This design comes from an exercise in tuning for small area, a short achievable clock period and few clock cycles per item on the open sky130 flow, not from production work. Only the layout flow was run in this run; the RTL was not checked for function there.

File: design/flow/design.v
module grad_stream (
    input  wire       clk,
    input  wire       rst,
    input  wire       in_valid,
    output wire       in_ready,
    input  wire       in_sof,
    input  wire [6:0] in_width,
    input  wire [1:0] in_preset,
    input  wire [7:0] in_pix,
    output reg        out_valid,
    input  wire       out_ready,
    output reg  [7:0] out_mag
);
    localparam QD = 6;      
    reg       rdy;
    reg       acc_r;
    reg       sof_r;
    reg [6:0] w_r;
    reg [1:0] pre_r;
    reg [7:0] pix_r;
    assign in_ready = rdy;
    always @(posedge clk) begin
        acc_r <= in_valid && rdy && !rst;
        sof_r <= in_sof;
        w_r   <= in_width;
        pre_r <= in_preset;
        pix_r <= in_pix;
    end
    reg [6:0] x;           
    reg [1:0] y;           
    reg [6:0] wm1;         
    reg       eo;          
    reg       sb;          
    reg [5:0] seg;         
    wire last     = !sof_r && (x == wm1);
    wire interior = !sof_r && (y == 2'd2) && (x >= 7'd2);
    wire [6:0] vlen  = w_r - 7'd3;
    wire       use30 = (vlen >= 7'd30);
    wire [6:0] vrest = use30 ? vlen - 7'd30 : vlen;
    always @(posedge clk) begin
        if (acc_r) begin
            if (sof_r) begin
                wm1 <= w_r - 7'd1;
                eo  <= (pre_r != 2'd3);
                sb  <= (pre_r != 2'd2) && (pre_r != 2'd3);
                seg <= {use30, vrest[4:0]};
                x   <= 7'd1;
                y   <= 2'd0;
            end else if (last) begin
                x <= 7'd0;
                if (y != 2'd2) y <= y + 2'd1;
            end else
                x <= x + 7'd1;
        end
    end
    reg [7:0] a1  [0:0];
    reg [7:0] a2  [0:1];
    reg [7:0] a4  [0:3];
    reg [7:0] a8  [0:7];
    reg [7:0] a16 [0:15];
    reg [7:0] a30 [0:29];
    reg [7:0] af  [0:2];
    reg [7:0] b1  [0:0];
    reg [7:0] b2  [0:1];
    reg [7:0] b4  [0:3];
    reg [7:0] b8  [0:7];
    reg [7:0] b16 [0:15];
    reg [7:0] b30 [0:29];
    reg [7:0] bf  [0:2];
    wire [7:0] ain = pix_r;
    wire [7:0] a1o  = seg[0] ? a1[0]   : ain;
    wire [7:0] a2o  = seg[1] ? a2[1]   : a1o;
    wire [7:0] a4o  = seg[2] ? a4[3]   : a2o;
    wire [7:0] a8o  = seg[3] ? a8[7]   : a4o;
    wire [7:0] a16o = seg[4] ? a16[15] : a8o;
    wire [7:0] a30o = seg[5] ? a30[29] : a16o;
    wire [7:0] bin = af[2];
    wire [7:0] b1o  = seg[0] ? b1[0]   : bin;
    wire [7:0] b2o  = seg[1] ? b2[1]   : b1o;
    wire [7:0] b4o  = seg[2] ? b4[3]   : b2o;
    wire [7:0] b8o  = seg[3] ? b8[7]   : b4o;
    wire [7:0] b16o = seg[4] ? b16[15] : b8o;
    wire [7:0] b30o = seg[5] ? b30[29] : b16o;
    integer k;
    always @(posedge clk) begin
        if (acc_r) begin
            a1[0] <= ain;
            a2[0] <= a1o;  a2[1] <= a2[0];
            a4[0] <= a2o;  for (k = 1; k < 4;  k = k + 1) a4[k]  <= a4[k-1];
            a8[0] <= a4o;  for (k = 1; k < 8;  k = k + 1) a8[k]  <= a8[k-1];
            a16[0] <= a8o; for (k = 1; k < 16; k = k + 1) a16[k] <= a16[k-1];
            a30[0] <= a16o; for (k = 1; k < 30; k = k + 1) a30[k] <= a30[k-1];
            af[0] <= a30o; af[1] <= af[0]; af[2] <= af[1];
            b1[0] <= bin;
            b2[0] <= b1o;  b2[1] <= b2[0];
            b4[0] <= b2o;  for (k = 1; k < 4;  k = k + 1) b4[k]  <= b4[k-1];
            b8[0] <= b4o;  for (k = 1; k < 8;  k = k + 1) b8[k]  <= b8[k-1];
            b16[0] <= b8o; for (k = 1; k < 16; k = k + 1) b16[k] <= b16[k-1];
            b30[0] <= b16o; for (k = 1; k < 30; k = k + 1) b30[k] <= b30[k-1];
            bf[0] <= b30o; bf[1] <= bf[0]; bf[2] <= bf[1];
        end
    end
    wire [7:0] cp = pix_r;
    wire [7:0] ct = af[2];
    wire [7:0] cu = bf[2];
    wire [9:0]        col_v = (eo ? {2'b0, cu} + {2'b0, cp} : 10'd0)
                            + (sb ? {1'b0, ct, 1'b0} : {2'b0, ct});
    wire signed [8:0] col_d = $signed({1'b0, cp}) - $signed({1'b0, cu});
    reg [9:0]        v0, v1c, v2c;    
    reg signed [8:0] d0, d1c, d2c;    
    always @(posedge clk) begin
        if (acc_r) begin
            v0 <= col_v; v1c <= v0; v2c <= v1c;
            d0 <= col_d; d1c <= d0; d2c <= d1c;
        end
    end
    reg winv;    
    wire signed [11:0] sx_c = $signed({2'b0, v0}) - $signed({2'b0, v2c});
    wire signed [11:0] sy_c = (eo ? d2c + d0 : 12'sd0) + (sb ? 2 * d1c : d1c);
    wire bigx_c = sx_c[11] ? !((sx_c[10:8] == 3'h7) && (sx_c[7:0] != 8'd0)) : (sx_c[10:8] != 3'h0);
    wire bigy_c = sy_c[11] ? !((sy_c[10:8] == 3'h7) && (sy_c[7:0] != 8'd0)) : (sy_c[10:8] != 3'h0);
    reg       pv1, nx, ny, big1;
    reg [7:0] mx, my;
    always @(posedge clk) begin
        nx   <= sx_c[11];
        ny   <= sy_c[11];
        mx   <= sx_c[7:0] ^ {8{sx_c[11]}};
        my   <= sy_c[7:0] ^ {8{sy_c[11]}};
        big1 <= bigx_c || bigy_c;
    end
    wire [16:0] sq_c = mx * mx + my * my
                     + (nx ? {mx, 1'b1} : 9'd0) + (ny ? {my, 1'b1} : 9'd0);
    reg        pv2, sat2;
    reg [16:0] sq2;
    always @(posedge clk) begin
        sq2  <= sq_c;
        sat2 <= big1;
    end
    wire [8:0] rem_w  [0:8];
    wire [7:0] root_w [0:8];
    reg        pv3, sat3;
    reg [3:0]  root3;
    reg [4:0]  rem3;
    reg [7:0]  low3;
    assign rem_w[0]  = 9'd0;
    assign root_w[0] = 8'd0;
    genvar n;
    generate for (n = 0; n < 8; n = n + 1) begin : it
        wire [8:0] rin;
        wire [7:0] qin;
        wire [1:0] bb;
        if (n == 4) begin : cut
            assign rin = {4'd0, rem3};
            assign qin = {4'd0, root3};
        end else begin : nocut
            assign rin = rem_w[n];
            assign qin = root_w[n];
        end
        if (n < 4) begin : hi
            assign bb = sq2[2*(7-n) +: 2];
        end else begin : lo
            assign bb = low3[2*(7-n) +: 2];
        end
        wire [n+2:0] r  = {rin[n:0], bb};
        wire [n+2:0] t  = {1'b0, qin[n:0], 2'b01};
        wire [n+3:0] d  = {1'b0, r} - {1'b0, t};
        wire         ok = !d[n+3];
        wire [n+1:0] nr = ok ? d[n+1:0] : r[n+1:0];
        assign rem_w[n+1]  = {{(8-n){1'b0}}, nr};
        assign root_w[n+1] = {qin[6:0], ok};
    end endgenerate
    always @(posedge clk) begin
        sat3  <= sat2 || sq2[16];
        root3 <= root_w[4][3:0];
        rem3  <= rem_w[4][4:0];
        low3  <= sq2[7:0];
    end
    wire [7:0] mag_c = sat3 ? 8'd255 : root_w[8];
    reg [7:0] q [0:QD-1];
    reg [2:0] wp, rp;
    reg [3:0] qn;           
    reg [3:0] nout;         
    wire qe    = (qn == 4'd0);
    wire ofree = !out_valid || out_ready;
    wire loadq = ofree && !qe;                
    wire loadd = ofree && qe && pv3;          
    wire push  = pv3 && !(ofree && qe);       
    wire [2:0] wp1 = (wp == QD - 1) ? 3'd0 : wp + 3'd1;
    wire [2:0] rp1 = (rp == QD - 1) ? 3'd0 : rp + 3'd1;
    always @(posedge clk) begin
        if (push) q[wp] <= mag_c;
        if (loadq)      out_mag <= q[rp];
        else if (loadd) out_mag <= mag_c;
    end
    wire [3:0] nb  = nout - {3'd0, acc_r && !interior};
    wire [3:0] nbp = nb + 4'd1;
    wire [3:0] nbm = nb - 4'd1;
    wire       inc = in_valid && rdy;
    wire       dec = out_valid && out_ready;
    wire [3:0] nnext = inc ? (dec ? nb : nbp) : (dec ? nbm : nb);
    wire       rnext = inc ? (dec ? (nb <= QD) : (nbp <= QD)) : (dec ? (nbm <= QD) : (nb <= QD));
    wire [3:0] qn_free = qe ? 4'd0 : qn - 4'd1 + {3'd0, pv3};
    wire [3:0] qn_hold = qn + {3'd0, pv3};
    always @(posedge clk) begin
        if (rst) begin
            winv <= 1'b0;
            pv1 <= 1'b0; pv2 <= 1'b0; pv3 <= 1'b0;
            wp <= 3'd0; rp <= 3'd0; qn <= 4'd0;
            out_valid <= 1'b0;
            nout <= 4'd0;
            rdy <= 1'b1;
        end else begin
            winv <= acc_r && interior;
            pv1 <= winv;
            pv2 <= pv1;
            pv3 <= pv2;
            if (push)  wp <= wp1;
            if (loadq) rp <= rp1;
            qn <= ofree ? qn_free : qn_hold;
            out_valid <= ofree ? (!qe || pv3) : 1'b1;
            nout <= nnext;
            rdy  <= rnext;
        end
    end
endmodule
File: design/flow/run.sh
#!/bin/bash
# synth_recipe.tcl (not shown) runs the flow's synth.tcl, then flattens the netlist and writes it again
# the make line also repeats each setting of config.mk as NAME=value (left out here)
make -C /OpenROAD-flow-scripts/flow DESIGN_CONFIG=/design/flow/config.mk WORK_HOME=/design/flow/orfs CLKGATE_MAP_FILE= SYNTH_SCRIPT=/design/flow/synth_recipe.tcl finish
File: design/flow/config.mk
export PLATFORM = sky130hd
export DESIGN_NAME = grad_stream
export DESIGN_NICKNAME = grad_stream
export VERILOG_FILES = /design/flow/design.v
export SDC_FILE = /design/flow/constraint.sdc
export NUM_CORES = 4
export LEC_CHECK = 0
export CAP_MARGIN = 20
export CORE_MARGIN = 2
export CORE_UTILIZATION = 40
export SLEW_MARGIN = 20
File: design/flow/constraint.sdc
create_clock -name core_clock -period 30.0 [get_ports {clk}]
set_input_delay 6.0000 -clock core_clock [delete_from_list [all_inputs] [get_ports {clk}]]
set_output_delay 6.0000 -clock core_clock [all_outputs]
set_load 0.01 [all_outputs]
==> summary.txt <==
======================================================================================================
Gp weighted congestion ..................................................................        0.804
Iter 0 DRT Violations ...................................................................         1695
Clock network latency to the later pin of the worst-skew pair ...........................      0.70 ns
Drt drc .................................................................................            0
Layout net count ........................................................................         3019
Initial Utilization .....................................................................        40.4%
Setup violators final ...................................................................            0
R2R Setup Slk ...........................................................................     21.52 ns
Clk_skew ................................................................................    0.0427 ns
Critical-path top delay cell ............................................................     a211oi_2
Number of input and output port buffers inserted ........................................           31
Horizontal die dimension ................................................................       350 um
Synthesized Nets ........................................................................         2892
Run status ..............................................................................  no timing/DRC/antenna violations
Worst Max-Slew Pin Slew .................................................................      1.07 ns
Layout overhead on the synthesized area .................................................        13.3%
GRT Util Overall ........................................................................        11.9%
Number of top-level pins ................................................................           32
Final Cell Area .........................................................................  0.0541 mm^2
Remaining antenna violation count after routing .........................................            0
Shortest period the worst path allows ...................................................      8.48 ns
Post-DR vias/cell .......................................................................         4.78
Drt total wl ............................................................................     71600 um
Portion of the clock cycle consumed by the worst path in the final layout ...............        28.3%
Most common flop cell mapped by yosys ...................................................     edfxtp_1
CP peak stage delay .....................................................................      0.78 ns
Instance area at placement ..............................................................  0.0500 mm^2
Level count of the clock H-tree .........................................................            3
CTS tree ................................................................................        built
Sinks on Clock Net ......................................................................         1257
Hold_buf cts ............................................................................            0
Warnings, synthesis .....................................................................           15
Max-Cap Viols ...........................................................................            0
Fill cell count .........................................................................         9944
Most common cell after layout, fill and taps aside ......................................     edfxtp_1
Post-cts repair resize count ............................................................            0
Worst R2R End ........................................................................... q[3][0]$_DFFE_PP_
Remaining max-slew budget at the tightest pin ...........................................        28.5%
Largest net degree at the start of global routing .......................................           94
Required time reported for the critical path endpoint ...................................     30.34 ns
Largest fanout of any net on the critical path ..........................................           14
Number of library cell types mapped by synthesis ........................................           78
Fraction of layout cells with a size suffix above 1 .....................................        12.6%
Site row count ..........................................................................          126
EDFF count, synth .......................................................................         1160
Setup repair after global routing missed its margin .....................................        false
Hold Fails Final Rpt ....................................................................            0
Synth Register Bits .....................................................................         1257
Core ar. ................................................................................   0.118 mm^2
Class of the tightest hold or removal check .............................................   reg -> reg
Worst reg-to-reg path cell count ........................................................           30
Critical path arrival ...................................................................      8.82 ns
Clock transition at the register clock pins on the worst setup and hold paths after CTS .      0.06 ns
Sequential share of the synthesized area ................................................        77.0%
Final HPWL from detailed placement ......................................................     43700 um
Total count of max-transition violations in the final report ............................            0
Number of antenna violations at the first check in global routing .......................            0
Vertical die dimension ..................................................................       350 um
Syn_area_per_cell .......................................................................    18.3 um^2
Number of antenna cells inserted ........................................................            0
Area enclosed by the die boundary .......................................................   0.122 mm^2
Startpoint-to-endpoint class of the critical path .......................................   reg -> reg
Most frequent cells in the layout ....................................................... edfxtp_1, inv_1, ha_1
1st-pass router iterations ..............................................................            5
Fraction of registers with async set/reset ..............................................           0%
Via count of the first global-routing pass ..............................................        21600
Max Fclk ................................................................................    0.118 GHz
TritonCTS Buffers .......................................................................          119
Aggregate global routing overflow .......................................................            0
Post-CTS Setup Repair Bufs ..............................................................            0
Master cell of the clock root buffer ....................................................    clkbuf_16
Gate count after technology mapping .....................................................         2608
Element type at the critical path start .................................................         flop
Setup TNS ...............................................................................         0 ns
Deepest clock path buffer count .........................................................            3
Capture point of the critical path ...................................................... q[3][0]$_DFFE_PP_
Start of the worst register-to-register path ............................................ root3[0]$_DFF_P_
Cell Area, Synth ........................................................................  0.0478 mm^2
Wire length of the first global-routing pass ............................................    117000 um
Worst Setup End Kind ....................................................................         flop
Critical Path Source .................................................................... root3[0]$_DFF_P_
Vias after detailed routing .............................................................        20900
Average wire length per cell after detail routing .......................................      16.4 um
======================================================================================================
## critical path, delay by kind of cell, from the launching register on
family,cells,cell delay [ns]
AND/OR/NAND/NOR,9,1.99
multiplexers,2,0.59
flip-flops,1,0.32
AO/OA/AOI/OAI,11,3.38
XOR/XNOR,1,0.19
adder cells (fa/ha/maj),4,1.22
buffers and inverters,3,0.42
## cells by family (layout without fill, tap and decap cells)
logic type	count (synthesis)	count (layout)	share of synthesized area, %
AND/OR/NAND/NOR	358	358	3.84
flip-flops	1257	1257	77.0
multiplexers	134	134	3.33
XOR/XNOR	126	126	2.31
adder cells (fa/ha/maj)	262	262	8.44
AO/OA/AOI/OAI	231	231	3.17
buffers and inverters	240	471	1.91
## cell usage after synthesis (5+ instances only)
library cell | instances | share of area, %
o21a_1 | 9 | 0.14
nand2_1 | 76 | 0.60
nor2_1 | 86 | 0.68
mux2_2 | 113 | 2.7
xnor2_1 | 83 | 1.5
a21o_1 | 23 | 0.36
a211oi_1 | 7 | 0.11
ha_1 | 162 | 4.2
nor2b_1 | 26 | 0.34
nor3_1 | 23 | 0.24
fa_1 | 100 | 4.2
a31oi_1 | 6 | 0.079
or2_2 | 13 | 0.17
inv_1 | 195 | 1.5
o211ai_1 | 6 | 0.094
xor2_1 | 43 | 0.79
and3_1 | 5 | 0.065
o21ai_0 | 36 | 0.38
nand2b_1 | 16 | 0.21
clkbuf_1 | 32 | 0.25
o31ai_1 | 7 | 0.11
or4_1 | 6 | 0.094
buf_1 | 7 | 0.055
mux4_2 | 8 | 0.38
edfxtp_1 | 1160 | 73
mux2i_1 | 11 | 0.23
nand3_1 | 18 | 0.19
dfxtp_1 | 97 | 4.1
a21oi_1 | 76 | 0.80
nor4_1 | 7 | 0.092
and2_1 | 59 | 0.77
o21bai_1 | 17 | 0.27
## metrics by stage
| step | utilization [%] | hold slack [ns] | worst slack [ns] | instances |
|---|---|---|---|---|
| 2_1_floorplan | - | 0.310 | 2.90 | 2608 |
| 3_3_place_gp | 42.2 | 0.320 | 21.42 | 4148 |
| 3_5_place_dp | 42.2 | 0.314 | 21.23 | 4149 |
| 4_1_cts | 45.7 | 0.328 | 21.51 | 4374 |
| 5_1_grt | 45.8 | 0.334 | 20.81 | 4375 |
| 6_report | 45.8 | 0.326 | 21.52 | 4375 |
## worst min path at each step
stage / from / to / slack (ns) / cells past startpoint
final: sq2[5]$_DFF_P_ / low3[5]$_DFF_P_ / 0.33 / 0
after detailed placement: sq2[4]$_DFF_P_ / low3[4]$_DFF_P_ / 0.31 / 0
after CTS: sq2[5]$_DFF_P_ / low3[5]$_DFF_P_ / 0.33 / 0
after global routing: sq2[5]$_DFF_P_ / low3[5]$_DFF_P_ / 0.33 / 0
after global placement: sq2[1]$_DFF_P_ / low3[1]$_DFF_P_ / 0.32 / 0
after floorplan: sq2[0]$_DFF_P_ / low3[0]$_DFF_P_ / 0.31 / 0
## registers in the layout, indices dropped and copies added (netlist names), 10 cells and up, named ones only
register / count
a16: 128
a2: 16
a30: 240
a4: 32
a8: 64
af: 24
b16: 128
b2: 16
b30: 240
b4: 32
b8: 64
bf: 24
q: 48
sq2: 17
v0: 10
v1c: 10
v2c: 10
## cell type report
class,count,area (um^2),area share (%)
Inverter,196,736,1.36
Multi-Input combinational cell,1111,10100,18.6
Clock buffer,150,3170,5.85
Tap cell,1536,1920,3.55
Clock inverter,75,941,1.74
Timing Repair Buffer,50,477,0.881
Sequential cell,1257,36800,68.0
## layer usage
layer,track usage (%),vias up,wire (um)
met5,0,-,0
met2,18.7,318,33300
met4,3.47,0,1580
met1,16.8,10600,34200
met3,2.30,127,2560
li1,-,9901,-

==> port drivers added, routing unchanged <==
The flow's constraints put no driver on any port. The routed layout listed below was extracted and timed again, unchanged, in two steps.
Step 1: set_driving_cell puts a clkbuf_16 on clk and a buf_2 on each other input, an assumption about the parent block.
Step 2 moves the port delays by t, midway between the first and last clock arrival at a register: inputs arrive t later, outputs are due t later. That takes back most of the time a late clock gives input paths.
Slacks: ideal ports / drivers / drivers and shift; pairs: ideal ports / drivers.
t (ns): 0.742
slack for setup (ns): 21.519 / 21.519 / 21.519
pins driven straight from the clock port: 1
After both steps setup and hold are still met in this run. For this run, drivers alone change the setup slack by 0.000 ns; drivers and shift together by 0.000 ns.
